Background: an optimization exercise with open tools, aiming at small area, a short achievable clock period and few clock cycles per item. Do not read the settings as production practice.
In this exercise RTL edits were held to simulation tests only and were not proved equivalent to the original.
Power figures rest on the tool's default switching activity, not on a simulated workload.

==> design/flow/design.v <==
module muxcodec_quant (
    input  wire        clk,
    input  wire        rst,         
    input  wire        in_valid,
    output wire        in_ready,
    input  wire        in_op,       
    input  wire [2:0]  in_res,      
    input  wire [2:0]  in_qty,      
    input  wire [63:0] in_din,
    output reg         out_valid,
    output reg  [63:0] out_dout,
    output reg  [2:0]  out_err      
);
    localparam [1:0] K_DIV = 2'd0;    
    localparam [1:0] K_MUL = 2'd1;    
    localparam [1:0] K_F2F = 2'd2;    
    localparam [1:0] K_F2D = 2'd3;    
    localparam [1:0] C_NONE = 2'd0;
    localparam [1:0] C_ZERO = 2'd1;   
    localparam [1:0] C_INF  = 2'd2;   
    localparam [1:0] C_NAN  = 2'd3;   
    function [63:0] scale_bits;
        input [2:0] q;
        input [1:0] r;
        begin
            case ({q, r})
                5'b000_00: scale_bits = 64'h3F847AE147AE147B;  
                5'b000_01: scale_bits = 64'h3F1A36E2EB1C432D;  
                5'b000_10: scale_bits = 64'h3EE4F8B588E368F1;  
                5'b001_00: scale_bits = 64'h3FB999999999999A;  
                5'b001_01: scale_bits = 64'h3F30624DD2F1A9FC;  
                5'b001_10: scale_bits = 64'h3EE4F8B588E368F1;  
                5'b010_00: scale_bits = 64'h3FE0000000000000;  
                5'b010_01: scale_bits = 64'h3F847AE147AE147B;  
                5'b010_10: scale_bits = 64'h3F50624DD2F1A9FC;  
                5'b011_00: scale_bits = 64'h3F80204081020408;  
                5'b011_01: scale_bits = 64'h3F00002000400080;  
                5'b011_10: scale_bits = 64'h3E00000000200000;  
                5'b100_00: scale_bits = 64'h3FE0000000000000;  
                5'b100_01: scale_bits = 64'h3FB999999999999A;  
                5'b100_10: scale_bits = 64'h3F50624DD2F1A9FC;  
                5'b101_00: scale_bits = 64'h3FF0000000000000;  
                5'b101_01: scale_bits = 64'h3FB999999999999A;  
                5'b101_10: scale_bits = 64'h3F50624DD2F1A9FC;  
                5'b110_00: scale_bits = 64'h3F847AE147AE147B;  
                5'b110_01: scale_bits = 64'h3F50624DD2F1A9FC;  
                5'b110_10: scale_bits = 64'h3EB0C6F7A0B5ED8D;  
                5'b111_00: scale_bits = 64'h3FF0000000000000;  
                5'b111_01: scale_bits = 64'h3FB999999999999A;  
                5'b111_10: scale_bits = 64'h3F50624DD2F1A9FC;  
                default:   scale_bits = 64'h3FF0000000000000;
            endcase
        end
    endfunction
    reg         busy;       
    reg         fin;        
    reg         first;      
    reg  [1:0]  kind;
    reg  [2:0]  err;        
    reg  [1:0]  cst;        
    reg  [1:0]  res;
    reg  [2:0]  qty;
    reg         neg;
    reg         seen;       
    reg         lo1, lo2, stk;   
    reg         up;         
    reg         sat;        
    reg  [54:0] A;          
    reg  [31:0] B;          
    reg  [10:0] X;          
    reg  [5:0]  T;          
    assign in_ready = ~busy;
    wire accept = in_valid & ~busy;
    wire        i_int  = ~in_res[2] & ~(in_res[1] & in_res[0]);
    wire        i_err  = in_res[2];
    wire        i_flt  = (in_res == 3'd3);
    wire [10:0] i_e64  = in_din[62:52];
    wire [7:0]  i_e32  = in_din[30:23];
    wire        i_f2f_sub = (i_e64[10:5] == 6'b011011) | (i_e64 == 11'd896);
    wire        i_f2d_sub = (i_e32 == 8'd0);
    wire        i_iter = i_int | (i_flt & (in_op ? i_f2d_sub : i_f2f_sub));
    wire [63:0] i_sc   = scale_bits(in_qty, in_res[1:0]);
    reg  [31:0] i_k;
    always @(*) begin
        case (in_res[1:0])
            2'd0:    i_k = {{24{in_din[7]}},  in_din[7:0]};
            2'd1:    i_k = {{16{in_din[15]}}, in_din[15:0]};
            default: i_k = in_din[31:0];
        endcase
    end
    reg  [31:0] i_krev;
    integer i;
    always @(*) begin
        for (i = 0; i < 32; i = i + 1)
            i_krev[31 - i] = i_k[i];
    end
    wire        i_e32ff = (i_e32 == 8'hFF);
    wire [22:0] i_m32   = {in_din[22] | (i_e32ff & (|in_din[21:0])), in_din[21:0]};
    wire [10:0] i_x32   = i_e32ff ? 11'h7FF :
                          (i_e32 == 8'd0) ? 11'd897 :
                          {i_e32[7], ~i_e32[7], ~i_e32[7], ~i_e32[7], i_e32[6:0]};
    wire [63:0] sc  = scale_bits(qty, res);
    wire [52:0] d   = {1'b1, sc[51:0]};
    wire [10:0] c1  = sc[62:52] - 11'd1;
    wire        kraw   = B[31];
    wire        kbit   = neg ? (seen ? ~kraw : kraw) : kraw;
    wire        seen_n = seen | kraw;
    reg         noadd, sub;
    always @(*) begin
        case (kind)
            K_DIV:   begin noadd = 1'b0;  sub = ~A[54]; end
            K_MUL:   begin noadd = ~kbit; sub = 1'b1;   end
            default: begin noadd = 1'b1;  sub = 1'b1;   end
        endcase
    end
    wire [54:0] Y = noadd ? {55{1'b1}} : (sub ? ~{2'b00, d} : {2'b00, d});
    wire [54:0] S = A + Y + {54'd0, noadd | sub};
    wire        qbit = ~S[54];
    wire        q_int  = (X != c1);
    reg  [5:0]  q_w;      
    always @(*) begin
        case (res)
            2'd0:    q_w = 6'd8;
            2'd1:    q_w = 6'd16;
            default: q_w = 6'd32;
        endcase
    end
    wire        q_nan  = (X == 11'h7FF);
    wire        q_zero = (X == 11'd0) | (X < c1);
    wire        q_sat  = ({1'b0, X} >= {1'b0, c1} + {6'd0, q_w} + 12'd1);
    wire        k_rest = neg ? (&B[30:0]) : ~(|B[30:0]);
    wire        k_done = k_rest & (~neg | seen_n);
    reg  [31:0] k_min_rev;
    always @(*) begin
        case (res)
            2'd0:    k_min_rev = 32'h01FFFFFF;
            2'd1:    k_min_rev = 32'h0001FFFF;
            default: k_min_rev = 32'h00000001;
        endcase
    end
    reg  [30:0] q_max;
    reg         q_top, q_ones;
    always @(*) begin
        case (res)
            2'd0:    begin q_max = 31'h7F;       q_top = B[7];  q_ones = &B[6:0];  end
            2'd1:    begin q_max = 31'h7FFF;     q_top = B[15]; q_ones = &B[14:0]; end
            default: begin q_max = 31'h7FFFFFFF; q_top = B[31]; q_ones = &B[30:0]; end
        endcase
    end
    wire        q_satf = sat | q_top | (up & q_ones);
    wire [31:0] q_base = q_satf ? {1'b0, q_max} : B;
    wire        q_u    = ~q_satf & up;
    wire [31:0] q_val  = (neg ? ~q_base : q_base) + {31'd0, neg ^ q_u};
    reg  [63:0] q_dout;
    always @(*) begin
        case (res)
            2'd0:    q_dout = {56'd0, q_val[7:0]};
            2'd1:    q_dout = {48'd0, q_val[15:0]};
            default: q_dout = {32'd0, q_val};
        endcase
    end
    reg  [63:0] q_sent;
    always @(*) begin
        case (res)
            2'd0:    q_sent = 64'h80;
            2'd1:    q_sent = 64'h8000;
            default: q_sent = 64'h80000000;
        endcase
    end
    wire [52:0] acc    = ~A[52:0];
    wire        m_top  = acc[52];
    wire [52:0] m_man  = m_top ? acc : {acc[51:0], lo1};
    wire        m_rb   = m_top ? lo1 : lo2;
    wire        m_sb   = m_top ? (lo2 | stk) : stk;
    wire        m_up   = m_rb & (m_sb | m_man[0]);
    wire [53:0] m_rnd  = {1'b0, m_man} + {53'd0, m_up};
    wire [10:0] m_exp  = X + {10'd0, m_top} + {10'd0, m_rnd[53]};
    wire [63:0] m_dout = {neg, m_exp, m_rnd[51:0]};
    wire [52:0] fm     = ~A[52:0];
    wire        f_rb   = fm[28];
    wire        f_sb   = (|fm[27:0]) | lo1 | lo2 | stk;
    wire        f_up   = f_rb & (f_sb | fm[29]);
    wire [7:0]  f_e8   = {~X[7], X[6:0]} & {8{fm[52]}};
    wire [30:0] f_body = {f_e8, fm[51:29]} + {30'd0, f_up};
    wire        f_nan  = |fm[51:0];
    reg  [31:0] f_out;
    always @(*) begin
        case (cst)
            C_ZERO:  f_out = {neg, 31'd0};
            C_INF:   f_out = {neg, 8'hFF, 23'd0};
            C_NAN:   f_out = f_nan ? {neg, 8'hFF, 1'b1, fm[50:29]} : {neg, 8'hFF, 23'd0};
            default: f_out = {neg, f_body};
        endcase
    end
    wire [63:0] d_dout = {neg, X, B[22:0], 29'd0};
    reg  [63:0] r_dout;
    always @(*) begin
        if (err != 3'd0)
            r_dout = 64'd0;
        else begin
            case (kind)
                K_DIV:   r_dout = (cst == C_INF) ? q_sent : q_dout;
                K_MUL:   r_dout = (cst == C_ZERO) ? 64'd0 :
                                  (cst == C_NAN)  ? 64'h7FF8000000000000 : m_dout;
                K_F2F:   r_dout = {32'd0, f_out};
                default: r_dout = (cst == C_ZERO) ? {neg, 63'd0} : d_dout;
            endcase
        end
    end
    reg done;    
    always @(*) begin
        done = 1'b0;
        case (kind)
            K_DIV: begin
                if (first & (q_nan | q_zero | q_sat))
                    done = 1'b1;
                else if (~q_int & (~qbit | (T == 6'd1)))
                    done = 1'b1;
            end
            K_MUL: done = (first & ((B == 32'd0) | (B == k_min_rev))) | k_done;
            K_F2F: done = (X == 11'd896);
            default: done = B[22] | (first & (B[22:0] == 23'd0));
        endcase
    end
    always @(posedge clk) begin
        out_dout <= r_dout;
        out_err  <= err;
        if (accept) begin
            res   <= in_res[1:0];
            qty   <= in_qty;
            first <= 1'b1;
            err   <= (in_res == 3'd4) ? 3'd3 : in_res[2] ? 3'd5 : 3'd0;
            lo1   <= 1'b0;
            lo2   <= 1'b0;
            stk   <= 1'b0;
            up    <= 1'b0;
            sat   <= 1'b0;
            seen  <= 1'b0;
            T     <= 6'd54;
            cst   <= C_NONE;
            if (in_op) begin
                if (i_flt) begin
                    kind <= K_F2D;
                    neg  <= in_din[31];
                    X    <= i_x32;
                    B    <= {9'd0, i_m32};
                end else begin
                    kind <= K_MUL;
                    neg  <= i_k[31];
                    X    <= i_sc[62:52] - 11'd1;
                    B    <= i_krev;
                end
                A <= {55{1'b1}};
            end else begin
                kind <= i_flt ? K_F2F : K_DIV;
                neg  <= in_din[63];
                X    <= i_e64;
                A    <= {55{i_flt}} ^ {2'b00, 1'b1, in_din[51:0]};
                B    <= 32'd0;
                if (i_flt) begin
                    if (i_e64 == 11'h7FF)
                        cst <= C_NAN;
                    else if (i_e64 >= 11'd1151)
                        cst <= C_INF;
                    else if (i_e64 <= 11'd872)
                        cst <= C_ZERO;
                end
            end
        end else begin
            first <= 1'b0;
            case (kind)
                K_DIV: begin
                    A <= {S[53:0], 1'b0};
                    if (first & (q_nan | q_zero | q_sat)) begin
                        cst <= q_nan ? C_INF : C_NONE;
                        sat <= q_sat & ~q_nan & ~q_zero;
                    end else if (q_int) begin
                        B <= {B[30:0], qbit};
                        X <= X - 11'd1;
                        if (~first | qbit) T <= T - 6'd1;
                    end else begin
                        T  <= T - 6'd1;
                        up <= qbit;
                    end
                end
                K_MUL: begin
                    A    <= {S[54], S[54:1]};
                    lo1  <= ~S[0];
                    lo2  <= lo1;
                    stk  <= stk | lo2;
                    B    <= {B[30:0], neg};
                    X    <= X + 11'd1;
                    seen <= seen_n;
                    if (first & (B == 32'd0))      cst <= C_ZERO;
                    if (first & (B == k_min_rev))  cst <= C_NAN;
                end
                K_F2F: begin
                    A   <= {S[54], S[54:1]};
                    lo1 <= ~S[0];
                    lo2 <= lo1;
                    stk <= stk | lo2;
                    X   <= X + 11'd1;
                end
                default: begin
                    B <= {B[30:0], 1'b0};
                    X <= X - 11'd1;
                    if (first & (B[22:0] == 23'd0)) cst <= C_ZERO;
                end
            endcase
        end
        if (rst) begin
            busy      <= 1'b0;
            fin       <= 1'b0;
            out_valid <= 1'b0;
        end else begin
            out_valid <= fin;
            if (accept) begin
                busy <= i_iter & ~i_err;
                fin  <= ~(i_iter & ~i_err);
            end else if (busy) begin
                busy <= ~done;
                fin  <= done;
            end else begin
                fin  <= 1'b0;
            end
        end
    end
endmodule
==> design/flow/run.sh <==
#!/bin/bash
# synth_recipe.tcl (not shown) runs the flow's synth.tcl, then flattens the netlist and writes it again
# the make line also repeats each setting of config.mk as NAME=value (left out here)
make -C /OpenROAD-flow-scripts/flow DESIGN_CONFIG=/design/flow/config.mk WORK_HOME=/design/flow/orfs CLKGATE_MAP_FILE= SYNTH_SCRIPT=/design/flow/synth_recipe.tcl finish
==> design/flow/config.mk <==
export PLATFORM = sky130hd
export DESIGN_NAME = muxcodec_quant
export DESIGN_NICKNAME = muxcodec_quant
export VERILOG_FILES = /design/flow/design.v
export SDC_FILE = /design/flow/constraint.sdc
export NUM_CORES = 4
export LEC_CHECK = 0
export CAP_MARGIN = 20
export CORE_MARGIN = 2
export CORE_UTILIZATION = 40
export SLEW_MARGIN = 20
==> design/flow/constraint.sdc <==
create_clock -name core_clock -period 9.0 [get_ports {clk}]
set_input_delay 1.8000 -clock core_clock [delete_from_list [all_inputs] [get_ports {clk}]]
set_output_delay 1.8000 -clock core_clock [all_outputs]
set_load 0.01 [all_outputs]
==> flow_summary.json <==
{
  "routedWlPerCell_um": 26.46,
  "die_x_um": 237.0,
  "postPlaceCellArea_mm2": 0.02345,
  "clock_latency_ns": 0.62,
  "arrival_ns": 7.02,
  "io_pins": 143,
  "setup_viol": 0,
  "rr_worst_depth": 17,
  "syn_nets": 3085,
  "cp-start-kind": "register",
  "rr_endpoint": "T[0]",
  "syn-instance-count": 2888,
  "drive_above_1_share": 0.04785,
  "syn_area_mm2": 0.02172,
  "grt_pass1_wl_mm": 139.1,
  "ys_seq_elements": 239,
  "slew_viol_final": 0,
  "yosysTopAreaCell": "edfxtp_1",
  "routed_wl_mm": 95.29,
  "rsz0062_at_grt": "no",
  "grt_use_total": 0.3272,
  "finClkSkew_ns": 0.03933,
  "synthDistinctLibCells": 96,
  "cp-endpoint": "T[0]",
  "timing.setup.tns_ns": 0,
  "synth-seq-area-share": 0.2715,
  "slew_headroom": 0.2043,
  "gp_congestion": 1.049,
  "cp-end-kind": "register",
  "dr.pass1.iters": 7,
  "cts_setup_buffers": 0,
  "powerDensity_mw_per_mm2": 318.7,
  "fin_ws_ns": 2.521,
  "critPathMaxStageDelay_ns": 0.92,
  "grt_max_degree": 80,
  "viasPerCell": 6.439,
  "synth_top_area_share": 0.1535,
  "synth_edf_count": 111,
  "avgSynthCellArea_um2": 7.520,
  "period_minus_slack_ns": 6.479,
  "globalRouteOverflowTotal": 0,
  "ant_nets": 0,
  "tightest_slew_ns": 1.194,
  "stdcell_area_mm2": 0.02449,
  "finalPower_mw": 7.806,
  "initial_utilization": 0.4044,
  "synthArstFlopShare": 0,
  "dp_hpwl_mm": 72.85,
  "first_iter_violations": 2945,
  "die_y_um": 237.0,
  "yosys_warnings": 1,
  "ctsRootBufferMaster": "clkbuf_16",
  "r2r-start": "res[1]",
  "final_cells": 3601,
  "cp_max_fo": 19,
  "cts-resized-gates": 0,
  "fmax_mhz": 154.3,
  "cts_buffers": 31,
  "placedCellCount": 3543,
  "min_period_over_period": 0.7199,
  "required_ns": 9.54,
  "power_leakage_nw": 9.011,
  "vias": 23190,
  "synthToLayoutAreaGrowth_pct": 12.78,
  "num_antenna_cells": 0,
  "clockBufferDepth": 3,
  "crit_chain": "inv_1 > nand2_1 > clkinv_1 > ha_1 > and3_1 > o21a_1 > o21ai_0 > nand2b_1 > ha_1 > o2111a_1 > a2111oi_0 > a31oi_1 > o21ai_1 > and2_1 > inv_1 > or3_1 > a21oi_1",
  "rrSetupSlack_ns": 2.52,
  "dieArea_mm2": 0.05617,
  "io_buffers": 142,
  "slowest_stage": "edfxtp_1",
  "synth_area_leaders": "edfxtp_1 (15%), dfxtp_1 (12%), ha_1 (6.9%)",
  "irDropWorstVdd_uv": 183.0,
  "synth_ff_type": "dfxtp_1",
  "hold-worst-slack_ns": 0.4328,
  "cts.sinks": 239,
  "status": "timing/DRC/antenna clean",
  "cts_tree": "yes",
  "core-area_mm2": 0.05371,
  "drc": 0,
  "hold_viol_final": 0,
  "cts.hold.buffers_added": 0,
  "antenna_found_initial": 0,
  "critPathLaunch": "res[1]",
  "min_from": "err[2]",
  "drv_cap": 0,
  "pre_cts_ws_ns": 2.706,
  "worst-setup-path-type": "register to register",
  "cts.clk_slew.worst_paths_ns": 0.06,
  "rows": 85,
  "grt_pass1_vias": 21130,
  "final_nets": 3077,
  "h-tree-depth": 1,
  "hold_path.class": "register to register",
  "finish.utilization": 0.4560
}
==> per-layer routing <==
layer	global-route usage	wire (um)
met3	0.05316	8933
met2	0.5140	42450
met1	0.4430	39390
met5	0	0
met4	0.1423	4522
==> area by class of cell <==
type,instances,area (um^2)
clock buffer,43,897.1
clock inverter,15,147.6
fill,5437,29220
inverter,84,315.3
multi-input combinational,2346,14680
sequential,239,5896
tap,696,870.8
timing repair buffer,178,1687
==> placed cells by master (no fill, tap or decap), types with 22 or more instances in the layout <==
cell,count
xor2_1,52
nor4_1,26
inv_1,78
mux2i_1,52
clkbuf_16,32
nand4_1,46
nor3_1,76
nor2_1,286
nor2b_1,29
nand2b_1,29
xnor2_1,136
and3_1,22
or3_1,31
a211oi_1,35
a21oi_1,291
ha_1,118
edfxtp_1,111
a21o_1,42
a31oi_1,34
dfxtp_1,128
clkdlybuf4s50_1,141
o22ai_1,50
nand2_1,309
buf_4,36
o21ai_0,223
o211ai_1,29
nand3_1,84
o31ai_1,24
==> synthesized netlist by cell type, types with 18 or more instances <==
master and n:
a21o_1 42, nand4_1 46, inv_1 79, nor4_1 27, nor2b_1 29, o21ai_0 225
edfxtp_1 111, a31oi_1 34, ha_1 119, o22ai_1 50, buf_2 23, dfxtp_1 128
xnor2_1 136, o211ai_1 29, clkbuf_1 173, mux2i_1 53, and2_1 18, nor3_1 76
nand3_1 84, buf_1 22, and3_1 22, nand2b_1 30, or3_1 31, xor2_1 52
a21oi_1 291, nor2_1 289, a211oi_1 35, o21bai_1 18, o31ai_1 24, nand2_1 311
==> sequential cells by signal, summed over array words and instances, names as in the netlist, 2 cells and up <==
register  flops
T             6
kind          2
err           3
A            55
res           2
sc           45
B            32
X            11
qty           3
out_dout     64
cst           2
out_err       3
==> how the worst min path moves through the flow <==
| stage | cells after the start | slack (ns) | endpoint |
|---|---|---|---|
| 2_1_floorplan | 0 | 0.37 | out_err[2] |
| 3_3_place_gp | 0 | 0.42 | out_err[1] |
| 3_5_place_dp | 0 | 0.42 | out_err[2] |
| 4_1_cts | 0 | 0.43 | out_err[2] |
| 5_1_grt | 0 | 0.44 | out_err[2] |
| 6_report | 0 | 0.43 | out_err[2] |
==> where the power goes <==
part           switching [mW]  leakage [nW]  internal [mW]
clock network           0.530         0.529          0.756
logic                    2.69          6.30           1.62
registers               0.729          2.18           1.48
==> worst max-delay path: cells and delay by family, from the launching register on <==
kind / cells / cell delay (ns)
compound gates: 7 / 1.82
simple gates: 5 / 1.65
fa+ha+maj: 2 / 0.81
buf+inv: 3 / 1.17
flops: 1 / 0.92
==> cells by family (layout without fill, tap and decap cells) <==
| kind of cell | Yosys count | after routing | synth area share |
|---|---|---|---|
| AO/OA/AOI/OAI | 940 | 940 | 0.2696 |
| XOR/XNOR | 188 | 188 | 0.07582 |
| adder cells (fa/ha/maj) | 123 | 123 | 0.07225 |
| buffers and inverters | 303 | 320 | 0.05404 |
| flip-flops | 239 | 239 | 0.2715 |
| multiplexers | 60 | 60 | 0.02817 |
| AND/OR/NAND/NOR | 1035 | 1035 | 0.2286 |
Testbench counts, summed over its fixed seeds: cycles 127,014, items 12,000.

==> re-timing with driven ports <==
No port has a modelled driver above. Below, the same layout with a new extraction and two added sets of constraints.
Step 1 (the two cells are an assumption about what drives the block):
set clk [get_ports {clk}]
set_driving_cell -lib_cell sky130_fd_sc_hd__clkbuf_16 $clk
set_driving_cell -lib_cell sky130_fd_sc_hd__buf_2 [delete_from_list [all_inputs] $clk]
Step 2, shift: input delay + t, output delay - t, t = (earliest + latest rising clock arrival at the registers) / 2. This alone moves slack from input paths to output paths.
Three values: ideal, step 1, step 2; two values: the first two.
t, ns: 0.655
setup WS [ns]: 2.521 / 2.521 / 2.521
hold slack, ns: 0.433 / 0.433 / 0.433
worst setup path at the end: register to register
worst data-port slew with drivers (ns): 0.05
After both steps this run still meets setup and hold. For this run, drivers alone change the setup slack by 0.000 ns; drivers and shift together by 0.000 ns.
